From an optimization exercise on the open Yosys and OpenROAD flow, aimed at small area, a short achievable clock period and few clock cycles; shortcuts taken in it are not production practice. At most, simulation tests tie the RTL to the original design; equivalence was not proved. Power is estimated from default activity; no workload was simulated.

== run 1 ==
==> flow/design.v (excerpt) <==
module erpc_codec (
    input  wire        clk,
    input  wire        rst,
    input  wire        cmd_valid,
    output wire        cmd_ready,
    input  wire [7:0]  cmd_op,
    input  wire [8:0]  cmd_service,
    input  wire [7:0]  cmd_request,
    input  wire [2:0]  cmd_msg_type,
    input  wire [31:0] cmd_sequence,
    input  wire [15:0] cmd_f_len,
    input  wire [15:0] cmd_f_crc,
    input  wire [7:0]  cmd_byte,
    input  wire [15:0] cmd_len,
    input  wire        in_valid,
    output wire        in_ready,
    input  wire [31:0] in_data,
    output reg         done,
    output wire [3:0]  status,
    output wire [15:0] crc_out,
    output wire [63:0] out_bytes,
    output wire [3:0]  consumed,
    output wire [8:0]  o_service,
    output wire [7:0]  o_request,
    output wire [2:0]  o_msg_type,
    output wire [31:0] o_sequence,
    output wire [15:0] o_len,
    output wire [15:0] o_crc
);
    localparam [15:0] CRC_INIT = 16'hEF4A;
    reg        busy;         
    reg        last_q;       
    reg [3:0]  nsel;         
    reg        k_crc;        
    reg        k_frm;        
    reg        k_match;      
    reg        chk;          
    reg        mt_unk;       
    reg        svc_unk;      
    reg [15:0] crc;
    reg [31:0] W;
    reg [31:0] L;
    reg [3:0]  st;
    wire [13:0] cnt  = W[13:0];   
    wire [1:0]  tail = L[1:0];    
    assign cmd_ready = !busy;
    assign in_ready  = busy;
    wire acc  = cmd_valid && !busy;
    wire beat = in_valid && busy;
    wire [7:0] op = cmd_op;
    wire op_ok   = (op[7:6] == 2'b00) && (op[3:2] == 2'b00) && (op[5:4] != 2'b00);
    wire is_init = (op == 8'h10);
    wire is_upd  = (op == 8'h11);
    wire is_bufc = (op == 8'h13) || (op == 8'h30) || (op == 8'h33);
    wire is_enc  = (op == 8'h20);
    wire is_bld  = (op == 8'h22);
    wire is_hdec = (op == 8'h21);
    wire is_mat  = (op == 8'h23);
    wire is_fdec = (op == 8'h32);
    wire svc_ok  = !cmd_service[8] && (cmd_service[7:4] == 4'd0) && (cmd_service[3:0] != 4'd0);
    wire mt_ok   = !cmd_msg_type[2];
    wire len0    = (cmd_len == 16'd0);
    wire len_ge8 = (cmd_len[15:3] != 13'd0);
  ...
Size: roughly 97 flip-flops, ~330 I/O pins, roughly 0.0082 mm2 of cells after synthesis.
Settings: LEC_CHECK=0, CAP_MARGIN=20, CORE_MARGIN=2, CORE_UTILIZATION=45, SETUP_SLACK_MARGIN=2.0, SLEW_MARGIN=20; clock period 5.0 ns.
standard.sh (not shown) runs the stock make flow with config.mk's settings and CLKGATE_MAP_FILE= SYNTH_SCRIPT=/design/flow/synth_recipe.tcl, a recipe that flattens the netlist after the stock synthesis.
==> flow/flow/run.sh <==
#!/bin/bash
# The standard layout, with the smallest buffer on every port.
set -euo pipefail
export BUFFER_PORTS_ARGS="-buffer_cell sky130_fd_sc_hd__buf_1"
bash standard.sh > standard.log 2>&1
In summary, run 1 completed successfully, with a layout that passed the timing, DRC and antenna checks.
Testbench counts of run 1, summed over its fixed seeds: cycles 121,025.
For run 2, these inputs were changed with respect to run 1:
Settings: CORE_UTILIZATION now 35, was 45.
Findings:
- Compared to run 1, run 2 has worst max-slew margin expressed relative to the limit 6.7 points lower.
- In run 2 relative to run 1, total cell area at the placement stage had gone up slightly.
- Changes observed in run 2 relative to run 1: total power after layout increased about 1%; number of non-filler instances in the completed layout increased 6.5%.
- Looking at highest-delay cell along the critical path, the sky130_fd_sc_hd__xnor3_1 result is from run 2; the sky130_fd_sc_hd__edfxtp_1 one comes from run 1.
- Any difference in achievable frequency between run 2 and run 1 is small enough to ignore.
### run 2 -> run 3
Settings: changing CORE_UTILIZATION from 35 to 40.
Notes after the runs:
sky130_fd_sc_hd__xnor3_1 as the cell at the slowest stage of the critical path was reported by run 2, and sky130_fd_sc_hd__dfxtp_4 by run 3. Changes observed in run 3 relative to run 2: combined global-route utilization of all metal layers up 3.4 points; wire length dropped about 0.8%; power in sequential cells flat; fraction of power consumed by the clock network grew by 0.7 points. Via count, run 3 and run 2, higher one = run 3. In the tables for run 3 and run 2, sequential share of layout area reads higher with run 3. Worst slack on hold paths in run 3 is 10 ps higher than in run 2. Of run 3 and run 2, it is run 3 that has the higher number of buffer and inverter stages on the critical path. Between run 3 and run 2, it is run 3 whose total power is higher, by 0.79%. Between run 3 and run 2, it is run 3 whose clock skew is lower, by 5.9 ps.
Input changes introduced in run 4 (baseline for comparison: run 3):
Settings: CORE_UTILIZATION now 50, was 40.
Findings:
Per the comparison of run 4 with run 3, non-clock buffer count shows a reduction of about 0.8%, power drawn by the clock network dropped about 7%, via density per instance grew by 5.4%, multi-input gate count essentially unchanged, worst setup slack increased 23 ps. Run 4 — worst stage delay on the critical path 170 ps higher, run 3 as reference. Run 4 drops more vias than run 3. In run 4 relative to run 3, final wirelength had gone down by a few percent. When the final numbers for run 3 and run 4 were put side by side, the sequential share of layout area turned out to be greater in run 4.
Relative to run 4, the following input files were edited for run 5:
Settings: setting GPL_TIMING_DRIVEN to 1 for the first time; changing CORE_UTILIZATION from 50 to 45.
==> comparison <==
From run 5 to run 4, depth of the worst register-to-register path did not move at all. On routability congestion estimate: run 5 sits below run 4. Side by side, switching power turned out higher in run 5 than in run 4. Comparing run 4 and run 5, antenna diode count is higher on run 5. [run 5] effective utilization at floorplan fell 5.6 points relative to run 4. Clock-buffer cell count: run 5 vs run 4 down 1. Run 5 against run 4: final worst slack went down 13 ps; buffer share of cell area went up; post-CTS setup repair buffer count moved down.

---

## epsilon
The RTL this note starts from:
==> flow/design.v <==
module erpc_codec (
    input  wire        clk,
    input  wire        rst,
    input  wire        cmd_valid,
    output wire        cmd_ready,
    input  wire [7:0]  cmd_op,
    input  wire [8:0]  cmd_service,
    input  wire [7:0]  cmd_request,
    input  wire [2:0]  cmd_msg_type,
    input  wire [31:0] cmd_sequence,
    input  wire [15:0] cmd_f_len,
    input  wire [15:0] cmd_f_crc,
    input  wire [7:0]  cmd_byte,
    input  wire [15:0] cmd_len,
    input  wire        in_valid,
    output wire        in_ready,
    input  wire [31:0] in_data,
    output reg         done,
    output wire [3:0]  status,
    output wire [15:0] crc_out,
    output wire [63:0] out_bytes,
    output wire [3:0]  consumed,
    output wire [8:0]  o_service,
    output wire [7:0]  o_request,
    output wire [2:0]  o_msg_type,
    output wire [31:0] o_sequence,
    output wire [15:0] o_len,
    output wire [15:0] o_crc
);
    localparam [15:0] CRC_INIT = 16'hEF4A;
    localparam [15:0] CRC_POLY = 16'h1021;
    function [15:0] crc_byte;
        input [15:0] c;
        input [7:0]  b;
        integer i;
        reg [15:0] r;
        begin
            r = c ^ {b, 8'h00};
            for (i = 0; i < 8; i = i + 1)
                r = r[15] ? ((r << 1) ^ CRC_POLY) : (r << 1);
            crc_byte = r;
        end
    endfunction
    reg        busy;         
    reg        last_q;       
    reg [1:0]  tail;         
    reg        k_crc;        
    reg        k_frm;        
    reg        k_match;      
    reg        chk;          
    reg        ocrc_sel;     
    reg [15:0] crc;
    reg [31:0] W;            
    reg [31:0] L;
    reg [3:0]  st;
    reg        cons8, cons4;
    wire [13:0] cnt = W[13:0];    
    assign cmd_ready = !busy;
    assign in_ready  = busy;
    wire acc  = cmd_valid && !busy;
    wire beat = in_valid && busy;
    wire [7:0] op = cmd_op;
    wire op_ok   = (op[7:6] == 2'b00) && (op[3:2] == 2'b00) && (op[5:4] != 2'b00);
    wire is_init = (op == 8'h10);
    wire is_upd  = (op == 8'h11);
    wire is_bufc = (op == 8'h13) || (op == 8'h30) || (op == 8'h33);
    wire is_enc  = (op == 8'h20);
    wire is_bld  = (op == 8'h22);
    wire is_hdec = (op == 8'h21);
    wire is_mat  = (op == 8'h23);
    wire is_fenc = (op == 8'h31);
    wire is_fdec = (op == 8'h32);
    wire svc_ok  = !cmd_service[8] && (cmd_service[7:4] == 4'd0) && (cmd_service[3:0] != 4'd0);
    wire mt_ok   = !cmd_msg_type[2];
    wire len0    = (cmd_len == 16'd0);
    wire len_ge8 = (cmd_len[15:3] != 13'd0);
    wire len_ge4 = (cmd_len[15:2] != 14'd0);
    wire len_le4 = (cmd_len[15:3] == 13'd0) && (!cmd_len[2] || cmd_len[1:0] == 2'd0);
    wire [7:0] d0 = busy ? in_data[7:0] : cmd_byte;
    wire [7:0] d1 = in_data[15:8];
    wire [7:0] d2 = in_data[23:16];
    wire [7:0] d3 = in_data[31:24];
    wire [7:0] ch = crc[15:8];
    wire [7:0] cl = crc[7:0];
    wire n1 = !busy || (last_q && tail == 2'd1);
    wire n2 = busy && last_q && tail == 2'd2;
    wire n3 = busy && last_q && tail == 2'd3;
    wire n4 = busy && (!last_q || tail == 2'd0);
    wire [7:0] m0 = {8{n4}} & (d0 ^ ch);
    wire [7:0] m1 = ({8{n4}} & (d1 ^ cl)) | ({8{n3}} & (d0 ^ ch));
    wire [7:0] m2 = ({8{n4}} & d2) | ({8{n3}} & (d1 ^ cl)) | ({8{n2}} & (d0 ^ ch));
    wire [7:0] m3 = ({8{n4}} & d3) | ({8{n3}} & d2) | ({8{n2}} & (d1 ^ cl)) | ({8{n1}} & (d0 ^ ch));
    wire [15:0] crc_next = crc_byte(crc_byte(crc_byte(crc_byte(16'h0000, m0), m1), m2), m3)
                           ^ ({16{n1}} & {cl, 8'h00});
    always @(posedge clk) begin
        if (rst) begin
            busy  <= 1'b0;
            done  <= 1'b0;
            crc   <= CRC_INIT;
            st    <= 4'd0;
            chk   <= 1'b0;
        end else begin
            done <= 1'b0;
            if (acc) begin
                chk      <= (op == 8'h33);
                ocrc_sel <= !op[1];
                W        <= is_bufc ? {16'd0, cmd_len[15:2]} : cmd_sequence;
                if (!op[4])
                    L <= {8'h01, cmd_service[7:0], cmd_request, 5'd0, cmd_msg_type & {3{~op[1]}}};
                else
                    L <= {cmd_f_crc, op[0] ? cmd_f_len : cmd_len};
                tail   <= cmd_len[1:0];
                last_q <= is_bufc ? len_le4 : is_fdec;
                k_crc  <= is_bufc;
                k_frm  <= is_fdec;
                k_match <= is_mat;
                cons8  <= 1'b0;
                cons4  <= 1'b0;
                st     <= 4'd0;
                busy   <= 1'b0;
                done   <= 1'b1;
                if (is_init || is_bufc)
                    crc <= CRC_INIT;
                if (is_upd)
                    crc <= crc_next;
                if (is_bufc && !len0) begin
                    busy <= 1'b1;
                    done <= 1'b0;
                end
                if (is_enc && !(svc_ok && mt_ok))
                    st <= 4'd15;
                if (is_bld && !svc_ok)
                    st <= 4'd15;
                if (is_hdec) begin
                    if (len_ge8) begin
                        busy  <= 1'b1;
                        done  <= 1'b0;
                        cons8 <= 1'b1;
                    end else
                        st <= 4'd8;
                end
                if (is_mat) begin
                    if (!svc_ok)
                        st <= 4'd15;
                    else if (!len_ge8)
                        st <= 4'd1;
                    else begin
                        busy  <= 1'b1;
                        done  <= 1'b0;
                        cons8 <= 1'b1;
                    end
                end
                if (is_fdec) begin
                    if (len_ge4) begin
                        busy  <= 1'b1;
                        done  <= 1'b0;
                        cons4 <= 1'b1;
                    end else
                        st <= 4'd8;
                end
                if (!op_ok)
                    st <= 4'd15;
            end
            if (beat) begin
                if (k_crc) begin
                    W[13:0] <= cnt - 14'd1;
                    last_q  <= (cnt[13:2] == 12'd0) && (tail == 2'd0 ? cnt[1:0] == 2'd2 : cnt[1:0] == 2'd1);
                end else
                    last_q  <= 1'b1;
                if (last_q) begin
                    busy <= 1'b0;
                    done <= 1'b1;
                end
                if (k_crc)
                    crc <= crc_next;
                else if (k_frm)
                    L <= in_data;
                else if (!last_q) begin
                    L <= in_data;
                    if (k_match && !(in_data[7:0] == 8'h02 && in_data[23:8] == L[23:8])) begin
                        st    <= 4'd4;
                        cons8 <= 1'b0;
                    end
                end else
                    W <= in_data;
            end
        end
    end
    assign status     = {st[3], st[2], st[1] | (chk && (crc != L[31:16])), st[0]};
    assign crc_out    = crc;
    assign out_bytes  = {W, L};
    assign consumed   = {cons8, cons4, 2'b00};
    assign o_sequence = W;
    assign o_request  = L[15:8];
    assign o_service  = (L[23:20] == 4'd0 && L[19:16] != 4'd0) ? {1'b0, L[23:16]} : 9'h100;
    assign o_msg_type = (L[7:2] == 6'd0) ? {1'b0, L[1:0]} : 3'd4;
    assign o_len      = L[15:0];
    assign o_crc      = ocrc_sel ? crc : L[31:16];
endmodule
export LEC_CHECK = 0
export ABC_CLOCK_PERIOD_IN_PS = 2000
export CAP_MARGIN = 20
export CORE_MARGIN = 2
export CORE_UTILIZATION = 40
export SETUP_SLACK_MARGIN = 2.5
export SLEW_MARGIN = 20
create_clock -name core_clock -period 5.0 [get_ports {clk}]
run.sh (not shown) runs the stock make flow with config.mk's settings and CLKGATE_MAP_FILE= SYNTH_SCRIPT=/design/flow/synth_recipe.tcl, a recipe that flattens the netlist after the stock synthesis.
Stock flow here: none of the scripts above is used.
In summary, epsilon completed successfully, with a layout that passed the timing, DRC and antenna checks.
Changes in gamma relative to epsilon:
# epsilon
export LEC_CHECK = 0
export ABC_CLOCK_PERIOD_IN_PS = 2000
export CAP_MARGIN = 20
export CORE_MARGIN = 2
export CORE_UTILIZATION = 40
export SETUP_SLACK_MARGIN = 2.5
export SLEW_MARGIN = 20
create_clock -name core_clock -period 5.0 [get_ports {clk}]
# gamma
export LEC_CHECK = 0
export CAP_MARGIN = 20
export CORE_MARGIN = 2
export CORE_UTILIZATION = 40
export SETUP_SLACK_MARGIN = 2.5
export SLEW_MARGIN = 20
create_clock -name core_clock -period 5.0 [get_ports {clk}]
==> comparison <==
Diff gamma..epsilon | proportion of power drawn by the clock network | negligible
The maximum buffer depth of the clock tree of gamma and that of epsilon are within noise of each other.
Going from epsilon to gamma, sequential share of cell area essentially unchanged, non-clock buffer area fraction after layout comparable, number of instances in the placed design shows no meaningful change, first-pass GRT wire length barely changed, worst setup slack after layout stayed essentially flat.
Total of fill cells in the finished design: gamma vs epsilon identical
There was hardly any difference in post-route minimum period between gamma and epsilon.
gamma vs. epsilon: utilization of the core after routing closely matched the old numbers; average via count per standard cell was more or less identical.
No functional check of the RTL was part of any run of this note.

## re-timing with driven ports
How much do the figures lean on ideal ports? The routed layouts below were timed once more, with nothing changed but the port constraints.
Step 1, drivers: a clkbuf_16 drives clk and a buf_2 each remaining input, both assumed.
Step 2 adds t to the input delays and takes it off the output delays; t is the mean of the earliest and latest rising clock arrival at the registers after step 1. Input paths then give back, and output paths get back, about the clock's delay inside the block.
Slacks: ideal ports / drivers / drivers and shift; pairs: ideal ports / drivers.
| run | shift t [ns] | slack for setup (ns) | worst setup path after step 2 | worst register clock-pin slew, ns | worst slew at a driven data input, ns |
|---|---|---|---|---|---|
| run 1 | 0.400 | 1.979 / 1.933 / 1.703 | input to register | 0.08 / 0.08 | 0.08 |
| run 2 | 0.409 | 1.984 / 1.949 / 1.574 | input to register | 0.09 / 0.09 | 0.09 |
| run 3 | 0.408 | 1.970 / 1.927 / 1.648 | input to register | 0.08 / 0.08 | 0.09 |
| run 4 | 0.404 | 1.993 / 1.946 / 1.626 | input to register | 0.08 / 0.08 | 0.06 |
| run 5 | 0.400 | 1.979 / 1.933 / 1.703 | input to register | 0.08 / 0.08 | 0.08 |
| epsilon | 0.411 | 1.212 / 1.222 / 0.810 | input to register | 0.08 / 0.08 | 0.09 |
| gamma | 0.411 | 1.212 / 1.222 / 0.810 | input to register | 0.08 / 0.08 | 0.09 |
After both steps every run listed still meets setup and hold. For run 2, which loses most, drivers alone change the setup slack by -0.035 ns; drivers and shift together by -0.410 ns.
